This design comes from an exercise in tuning for small area on the open sky130 flow, not from production work. In this exercise RTL edits were held to simulation tests only and were not proved equivalent to the original. Power is estimated from default activity; no workload was simulated.

Design bitw_core, start of the top module:
module bitw_core (
    input  wire        clk,
    input  wire        rst,           
    input  wire        cmd_valid,
    output wire        cmd_ready,
    input  wire [2:0]  cmd_op,
    input  wire [7:0]  cmd_n,         
    input  wire [31:0] cmd_arg,       
    input  wire [31:0] cmd_num,       
    input  wire [31:0] cmd_den,       
    output wire        rsp_valid,
    output wire [2:0]  rsp_status,
    output wire [31:0] rsp_val,
    output wire [2:0]  rsp_nbytes,
    output wire [31:0] rsp_bytes
);
For scale: about 1400 cells after synthesis, ~180 I/O pins, about 13000 um^2 of cells after synthesis.
export LEC_CHECK = 0
export CAP_MARGIN = 20
export CORE_MARGIN = 2
export CORE_UTILIZATION = 40
export SLEW_MARGIN = 20
create_clock -name core_clock -period 8.0 [get_ports {clk}]
standard.sh (not shown) runs the stock make flow with config.mk's settings and CLKGATE_MAP_FILE= SYNTH_SCRIPT=/design/flow/synth_recipe.tcl, a recipe that flattens the netlist after the stock synthesis.
==> flow/flow/run.sh <==
#!/bin/bash
# The standard layout (standard.sh) with two changes that only affect how
# the cells are chosen:
#  * synthesis is the standard flow's own synthesis script, with Yosys's abc pass given an
#    area-oriented ABC script (abc_area.script) instead of ORFS's speed script;
#  * the port buffers that buffer_ports inserts are buf_1 cells.
# Each tool's output goes to a log file in this folder (and ORFS's own logs).
set -euo pipefail
work=$(pwd)
fl=$work/flow

# synth_recipe.tcl with the abc pass redirected to our ABC script
{
  head -n 1 synth_recipe.tcl
  cat <<TCL
proc abc {args} {
  set i [lsearch -exact \$args -script]
  if {\$i >= 0} { lset args [expr {\$i + 1}] {$fl/abc_area.script} }
  yosys abc {*}\$args
}
TCL
  tail -n +2 synth_recipe.tcl
} > synth_area.tcl

# the standard command, synthesis only, with our synthesis script
sed -E "s#SYNTH_SCRIPT=[^ ]+#SYNTH_SCRIPT=$work/synth_area.tcl#" standard.sh > standard_area.sh
bash standard_area.sh synth > synth.log 2>&1

# the rest of the standard flow; synthesis is up to date and not rerun
bash standard.sh BUFFER_PORTS_ARGS="-buffer_cell sky130_fd_sc_hd__buf_1" finish > layout.log 2>&1
==> flow/flow/abc_area.script <==
strash
&get -n
&fraig -x
&put
scorr
dc2
strash
&get -n
&dch -f
&nf -R 1000
&put
strash
&get -n
&dch -f
&nf -R 1000
&put
topo
stime -c
Next try:
==> flow/run.sh (new file) <==
#!/bin/bash
# synth_recipe.tcl (not shown) runs the flow's synth.tcl, then flattens the netlist and writes it again
# the make line also repeats each setting of config.mk as NAME=value (left out here)
make -C /OpenROAD-flow-scripts/flow DESIGN_CONFIG=/design/flow/config.mk WORK_HOME=/design/flow/orfs CLKGATE_MAP_FILE= SYNTH_SCRIPT=/design/flow/synth_recipe.tcl finish
removed: flow/flow/run.sh
removed: flow/flow/abc_area.script
removed: flow/standard.sh
Utilization is higher by 1.5 points.
Fmax climbs by 4.5%.
Via count climbs by 6.4%.
Worst setup slack improves by 0.31 ns.
Non-clock buffer count is lower by 10.
Register-to-register slack gets better by 0.86 ns.

========
## build 19
Another version of the RTL of bitw_core (not shown whole).
For scale: ~180 I/O pins.
==> flow/config.mk <==
export PLATFORM = sky130hd
export DESIGN_NAME = bitw_core
export DESIGN_NICKNAME = bitw_core
export VERILOG_FILES = /design/flow/design.v
export SDC_FILE = /design/flow/constraint.sdc
export NUM_CORES = 4
export LEC_CHECK = 0
export CAP_MARGIN = 20
export CORE_MARGIN = 2
export CORE_UTILIZATION = 55
export SLEW_MARGIN = 20
==> flow/constraint.sdc <==
create_clock -name core_clock -period 8.0 [get_ports {clk}]
set_input_delay 1.6000 -clock core_clock [delete_from_list [all_inputs] [get_ports {clk}]]
set_output_delay 1.6000 -clock core_clock [all_outputs]
set_load 0.01 [all_outputs]
==> flow/flow/run.sh <==
#!/bin/bash
# The standard layout (standard.sh) with two changes that only affect how
# the cells are chosen:
#  * synthesis is the standard flow's own synthesis script, with Yosys's abc pass given an
#    area-oriented ABC script (abc_area.script) instead of ORFS's speed script;
#  * the port buffers that buffer_ports inserts are buf_1 cells.
# Each tool's output goes to a log file in this folder (and ORFS's own logs).
set -euo pipefail
work=$(pwd)
fl=$work/flow

# synth_recipe.tcl with the abc pass redirected to our ABC script
{
  head -n 1 synth_recipe.tcl
  cat <<TCL
proc abc {args} {
  set i [lsearch -exact \$args -script]
  if {\$i >= 0} { lset args [expr {\$i + 1}] {$fl/abc_area.script} }
  yosys abc {*}\$args
}
TCL
  tail -n +2 synth_recipe.tcl
} > synth_area.tcl

# the standard command, synthesis only, with our synthesis script
sed -E "s#SYNTH_SCRIPT=[^ ]+#SYNTH_SCRIPT=$work/synth_area.tcl#" standard.sh > standard_area.sh
bash standard_area.sh synth > synth.log 2>&1

# the rest of the standard flow; synthesis is up to date and not rerun
bash standard.sh BUFFER_PORTS_ARGS="-buffer_cell sky130_fd_sc_hd__buf_1" finish > layout.log 2>&1
==> flow/flow/abc_area.script <==
strash
&get -n
&fraig -x
&put
scorr
dc2
strash
&get -n
&dch -f
&nf -R 1000
&put
strash
&get -n
&dch -f
&nf -R 1000
&put
topo
stime -c
--- input diff build 19..build 16 ---
- swapping 55 for 60 in CORE_UTILIZATION
-- flow/flow/run.sh --
<<< build 19, line 29
# the rest of the standard flow; synthesis is up to date and not rerun
bash standard.sh BUFFER_PORTS_ARGS="-buffer_cell sky130_fd_sc_hd__buf_1" finish > layout.log 2>&1
>>> build 16, line 29
# the rest of the standard flow; synthesis is up to date and not rerun
# clock tree options, if the version gives them (flow/cts_args)
cts=()
if [[ -f $fl/cts_args ]]; then cts=("CTS_ARGS=$(cat "$fl/cts_args")"); fi
bash standard.sh BUFFER_PORTS_ARGS="-buffer_cell sky130_fd_sc_hd__buf_1" "${cts[@]}" finish > layout.log 2>&1
==> flow/flow/cts_args (new file) <==
-sink_clustering_enable -repair_clock_nets -buf_list sky130_fd_sc_hd__clkbuf_8 -dont_use_dummy_load
==> comparison <==
Against build 19, cell count in build 16 fell by a few percent.
Build 19 -> build 16: via count of the first global-routing pass increased by a few percent
Build 19 -> build 16: upper clock frequency limit increased slightly
Total wire length after detailed routing: build 16 vs build 19 down about 2.7%
> inputs changed (build 16 -> build 33)
- setting GPL_TIMING_DRIVEN to 0 for the first time
- changing CORE_UTILIZATION from 60 to 40
==> flow/flow/cts_args <==
-sink_clustering_enable -repair_clock_nets -buf_list sky130_fd_sc_hd__clkbuf_16 -dont_use_dummy_load
==> results.txt <==
Build 33: all stages complete, timing, DRC and antenna checks passed. Build 33 vs. build 16: actual slew at the worst max-slew pin went up; net count reported at finish did not really move; post-placement worst setup slack went down; global-route wire length before repair went up.
> inputs changed (build 33 -> build 37)
- removing GPL_TIMING_DRIVEN (formerly 0)
- changing CORE_UTILIZATION from 40 to 60
==> flow/flow/run.sh <==
#!/bin/bash
# The standard layout (standard.sh), changed only in how cells are chosen.
# The design, constraints, floorplan, power grid, placement and routing steps
# are the standard flow's.
#  * Synthesis runs the standard flow's own synthesis script (synth_recipe.tcl), except
#    that Yosys's abc pass gets an area-oriented ABC script (abc_area.script)
#    instead of ORFS's speed script, and ORFS's full-adder extraction is
#    skipped (ADDER_MAP_FILE empty), so ABC maps the adders too.  The
#    registers are those of the standard synthesis.
#  * buffer_ports buffers every input and output port with a buf_1 cell.
#  * Clock tree synthesis gets the options in cts_args: clkbuf_8 buffers and
#    no dummy loads.
# Each tool's output goes to a log file in this folder (synth.log for the
# synthesis, layout.log for the rest) as well as to ORFS's per-step logs.
set -euo pipefail
work=$(pwd)
fl=$work/flow

# synth_recipe.tcl with the abc pass redirected to our ABC script
{
  head -n 1 synth_recipe.tcl
  cat <<TCL
proc abc {args} {
  set i [lsearch -exact \$args -script]
  if {\$i >= 0} { lset args [expr {\$i + 1}] {$fl/abc_area.script} }
  yosys abc {*}\$args
}
TCL
  tail -n +2 synth_recipe.tcl
} > synth_area.tcl

# the standard command, synthesis only, with that script and no adder extraction
sed -E "s#SYNTH_SCRIPT=[^ ]+#SYNTH_SCRIPT=$work/synth_area.tcl#" standard.sh > standard_area.sh
bash standard_area.sh ADDER_MAP_FILE= synth > synth.log 2>&1

# the rest of the standard flow; synthesis is up to date and is not rerun
cts=()
if [[ -f $fl/cts_args ]]; then cts=("CTS_ARGS=$(cat "$fl/cts_args")"); fi
bash standard.sh BUFFER_PORTS_ARGS="-buffer_cell sky130_fd_sc_hd__buf_1" "${cts[@]}" finish > layout.log 2>&1
==> flow/flow/abc_area.script <==
strash
ifraig
dc2
dch -f
amap -m
strash
dch -f
amap -m
topo
stime -c
==> flow/flow/cts_args <==
-sink_clustering_enable -repair_clock_nets -buf_list sky130_fd_sc_hd__clkbuf_8 -dont_use_dummy_load
## What came out
- Build 37 | stages: all done | timing, DRC, antenna: all pass
- For the cell count after synthesis, build 37 came in about 9% higher than build 33 did.
- Compared build 37 vs build 33, and synthesized area is down in build 37.
- Going from build 33 to build 37, share of the core filled with cells in the final layout grows by 23 points.
- Build 37 against build 33; wire length of the first global-routing pass is down by a few percent.
- Measured slew at the worst slew-check pin delta for build 37 relative to build 33: 0.075 ns higher
- Higher combinational fraction of design power was reported by build 37, not build 33.

========
Starting RTL as in the previous note.
Design bitw_core, start of the top module:
module bitw_core (
    input  wire        clk,
    input  wire        rst,           
    input  wire        cmd_valid,
    output wire        cmd_ready,
    input  wire [2:0]  cmd_op,
    input  wire [7:0]  cmd_n,         
    input  wire [31:0] cmd_arg,       
    input  wire [31:0] cmd_num,       
    input  wire [31:0] cmd_den,       
    output wire        rsp_valid,
    output wire [2:0]  rsp_status,
    output wire [31:0] rsp_val,
    output wire [2:0]  rsp_nbytes,
    output wire [31:0] rsp_bytes
);
    localparam [3:0] S_ZAP   = 4'd0,    
                     S_IDLE  = 4'd1,
                     S_CMP   = 4'd2,    
                     S_MUL   = 4'd3,    
                     S_DIV   = 4'd4,    
                     S_FIN   = 4'd5,    
                     S_ASM   = 4'd6,    
                     S_REST  = 4'd7,    
                     S_RATE  = 4'd8,    
                     S_PRE   = 4'd9,    
                     S_PCMP  = 4'd10,   
                     S_CLR   = 4'd11,   
                     S_MAT   = 4'd12,   
                     S_RESP  = 4'd13,
                     S_UNMAT = 4'd14,   
                     S_CONV  = 4'd15;   
    reg [3:0]  st;
    reg [5:0]  cnt;
    reg [28:0] S, G;
    reg [2:0]  goff;        
    reg [30:0] NM;          
    reg [30:0] DN;          
    reg [31:0] H;
    reg [7:0]  cb;
    reg [2:0]  nb;
    reg        dflt;        
    reg        cs, cg, cv;  
    reg        cmpf;        
    reg        ck;          
    reg        asmd;        
    reg        post;        
    reg        sticky;
    reg        x;
    reg        fail, rate, g;
    reg        ini;         
    reg        mreg;        
  ...
==> flow/config.mk <==
export PLATFORM = sky130hd
export DESIGN_NAME = bitw_core
export DESIGN_NICKNAME = bitw_core
export VERILOG_FILES = /design/flow/design.v
export SDC_FILE = /design/flow/constraint.sdc
export NUM_CORES = 4
export LEC_CHECK = 0
export CAP_MARGIN = 20
export CORE_MARGIN = 2
export CORE_UTILIZATION = 60
export SLEW_MARGIN = 20
==> flow/constraint.sdc <==
create_clock -name core_clock -period 8.0 [get_ports {clk}]
set_input_delay 1.6000 -clock core_clock [delete_from_list [all_inputs] [get_ports {clk}]]
set_output_delay 1.6000 -clock core_clock [all_outputs]
set_load 0.01 [all_outputs]
==> flow/flow/run.sh <==
#!/bin/bash
# The standard layout (standard.sh) with two changes that only affect how
# the cells are chosen:
#  * synthesis is the standard flow's own synthesis script, with Yosys's abc pass given an
#    area-oriented ABC script (abc_area.script) instead of ORFS's speed script;
#  * the port buffers that buffer_ports inserts are buf_1 cells.
# Each tool's output goes to a log file in this folder (and ORFS's own logs).
set -euo pipefail
work=$(pwd)
fl=$work/flow

# synth_recipe.tcl with the abc pass redirected to our ABC script
{
  head -n 1 synth_recipe.tcl
  cat <<TCL
proc abc {args} {
  set i [lsearch -exact \$args -script]
  if {\$i >= 0} { lset args [expr {\$i + 1}] {$fl/abc_area.script} }
  yosys abc {*}\$args
}
TCL
  tail -n +2 synth_recipe.tcl
} > synth_area.tcl

# the standard command, synthesis only, with our synthesis script
sed -E "s#SYNTH_SCRIPT=[^ ]+#SYNTH_SCRIPT=$work/synth_area.tcl#" standard.sh > standard_area.sh
bash standard_area.sh ADDER_MAP_FILE= synth > synth.log 2>&1

# the rest of the standard flow; synthesis is up to date and not rerun
# clock tree options, if the version gives them (flow/cts_args)
cts=()
if [[ -f $fl/cts_args ]]; then cts=("CTS_ARGS=$(cat "$fl/cts_args")"); fi
bash standard.sh BUFFER_PORTS_ARGS="-buffer_cell sky130_fd_sc_hd__buf_1" "${cts[@]}" finish > layout.log 2>&1
==> flow/flow/abc_area.script <==
strash
ifraig
dc2
dch -f
amap -m
topo
stime -c
==> flow/flow/cts_args <==
-sink_clustering_enable -repair_clock_nets -buf_list sky130_fd_sc_hd__clkbuf_8 -dont_use_dummy_load
Rerun with:
--- a/flow/flow/run.sh
+++ b/flow/flow/run.sh
@@ -25,9 +25,6 @@
 # the standard command, synthesis only, with our synthesis script
 sed -E "s#SYNTH_SCRIPT=[^ ]+#SYNTH_SCRIPT=$work/synth_area.tcl#" standard.sh > standard_area.sh
-bash standard_area.sh ADDER_MAP_FILE= synth > synth.log 2>&1
+bash standard_area.sh synth > synth.log 2>&1
 
 # the rest of the standard flow; synthesis is up to date and not rerun
-# clock tree options, if the version gives them (flow/cts_args)
-cts=()
-if [[ -f $fl/cts_args ]]; then cts=("CTS_ARGS=$(cat "$fl/cts_args")"); fi
-bash standard.sh BUFFER_PORTS_ARGS="-buffer_cell sky130_fd_sc_hd__buf_1" "${cts[@]}" finish > layout.log 2>&1
+bash standard.sh BUFFER_PORTS_ARGS="-buffer_cell sky130_fd_sc_hd__buf_1" finish > layout.log 2>&1
==> flow/flow/abc_area.script (replaced) <==
strash
&get -n
&fraig -x
&put
scorr
dc2
strash
&get -n
&dch -f
&nf -R 1000
&put
strash
&get -n
&dch -f
&nf -R 1000
&put
topo
stime -c
Settings changed: CAP_MARGIN 20 to 0, CORE_UTILIZATION 60 to 40, SLEW_MARGIN 20 to 0.
removed: flow/flow/cts_args
Result: The new run ran to the end with no violations; final area increases by 9.3%; power increases by 15%; worst setup slack is worse by 0.18 ns.
Rerun with:
--- a/flow/flow/run.sh
+++ b/flow/flow/run.sh
@@ -25,6 +25,9 @@
 # the standard command, synthesis only, with our synthesis script
 sed -E "s#SYNTH_SCRIPT=[^ ]+#SYNTH_SCRIPT=$work/synth_area.tcl#" standard.sh > standard_area.sh
-bash standard_area.sh synth > synth.log 2>&1
+bash standard_area.sh ADDER_MAP_FILE= synth > synth.log 2>&1
 
 # the rest of the standard flow; synthesis is up to date and not rerun
-bash standard.sh BUFFER_PORTS_ARGS="-buffer_cell sky130_fd_sc_hd__buf_1" finish > layout.log 2>&1
+# clock tree options, if the version gives them (flow/cts_args)
+cts=()
+if [[ -f $fl/cts_args ]]; then cts=("CTS_ARGS=$(cat "$fl/cts_args")"); fi
+bash standard.sh BUFFER_PORTS_ARGS="-buffer_cell sky130_fd_sc_hd__buf_1" "${cts[@]}" finish > layout.log 2>&1
==> flow/flow/cts_args (new file) <==
-sink_clustering_enable -repair_clock_nets -buf_list sky130_fd_sc_hd__clkbuf_8 -dont_use_dummy_load
Settings changed: CAP_MARGIN 0 to 20, CORE_UTILIZATION 40 to 60, SLEW_MARGIN 0 to 20.
The new run completed with no timing, DRC or antenna violations. Synthesized cell count came out higher by a few percent. Setup slack improved by 0.099 ns. Via count increases by a few percent. Final area is lower by a few percent. Total power goes down by about a fifth. Die area shrinks by a quarter to a third. Fmax went up slightly. Area after synthesis came out lower by a few percent. Clock skew rises by 0.028 ns. Clock power decreases by well over a third.
Rerun with:
--- a/flow/flow/run.sh
+++ b/flow/flow/run.sh
@@ -25,5 +25,5 @@
 # the standard command, synthesis only, with our synthesis script
 sed -E "s#SYNTH_SCRIPT=[^ ]+#SYNTH_SCRIPT=$work/synth_area.tcl#" standard.sh > standard_area.sh
-bash standard_area.sh ADDER_MAP_FILE= synth > synth.log 2>&1
+bash standard_area.sh synth > synth.log 2>&1
 
 # the rest of the standard flow; synthesis is up to date and not rerun
Settings changed: CORE_UTILIZATION 60 to 65.
Effect:
- The new run completed without violations
- routed wire length falls by about 2.3%
- setup slack gets worse by 0.049 ns
- utilization rises by 6.7 points
- register-to-register slack gets better by 0.04 ns
- total power rises by 14%
- final cell count falls by about 5%
- fmax falls by 0.65%
Rerun with:
==> flow/flow/cts_args (replaced) <==
-sink_clustering_enable -repair_clock_nets -buf_list sky130_fd_sc_hd__clkbuf_16 -dont_use_dummy_load
Settings changed: CORE_UTILIZATION 65 to 40.
Outcome:
- maximum frequency came out higher by 0.84%
- via count came out lower by 5.1%
- critical path depth stays the same
- count of clock-buffer cells in the layout stays the same
- power came out higher by 5.9%
- sequential power stays flat
- non-clock buffer count came out higher by 6

-- separate check: timing with driven ports --
No port has a modelled driver above. Below, the same layouts with a new extraction and two added sets of constraints.
Step 1 (the two cells are an assumption about what drives the block):
set clk [get_ports {clk}]
set_driving_cell -lib_cell sky130_fd_sc_hd__clkbuf_16 $clk
set_driving_cell -lib_cell sky130_fd_sc_hd__buf_2 [delete_from_list [all_inputs] $clk]
Step 2, shift: input delay + t, output delay - t, t = (earliest + latest rising clock arrival at the registers) / 2. This alone moves slack from input paths to output paths.
a / b / c = ideal ports / drivers / drivers and shift; a / b = the first two.
run	t, ns	setup WS [ns]	latest minus earliest clock arrival (ns)	worst slew at a driven data input, ns
the first run of note 1	0.487	0.727 / 0.727 / 0.416	0.016 / 0.016	0.05
the second run of note 1	0.486	1.042 / 1.058 / 0.572	0.019 / 0.019	0.07
build 19	0.484	0.382 / 0.408 / -0.076	0.014 / 0.014	0.06
build 16	0.504	0.478 / 0.502 / -0.003	0.048 / 0.049	0.05
build 33	0.481	0.262 / 0.289 / -0.192	0.024 / 0.025	0.08
build 37	0.505	0.497 / 0.497 / 0.084	0.053 / 0.054	0.03
the first run of note 3	0.499	0.572 / 0.572 / 0.262	0.048 / 0.047	0.04
the second run of note 3	0.494	0.392 / 0.419 / -0.075	0.016 / 0.016	0.04
the third run of note 3	0.503	0.491 / 0.513 / 0.010	0.048 / 0.048	0.06
the fourth run of note 3	0.507	0.442 / 0.458 / -0.049	0.044 / 0.044	0.06
the fifth run of note 3	0.482	0.505 / 0.532 / 0.050	0.027 / 0.027	0.04
Met with ideal ports but missed after step 2: setup timing in 5 of these runs. For the fourth run of note 3, which loses most, drivers alone change the setup slack by +0.016 ns; drivers and shift together by -0.491 ns.
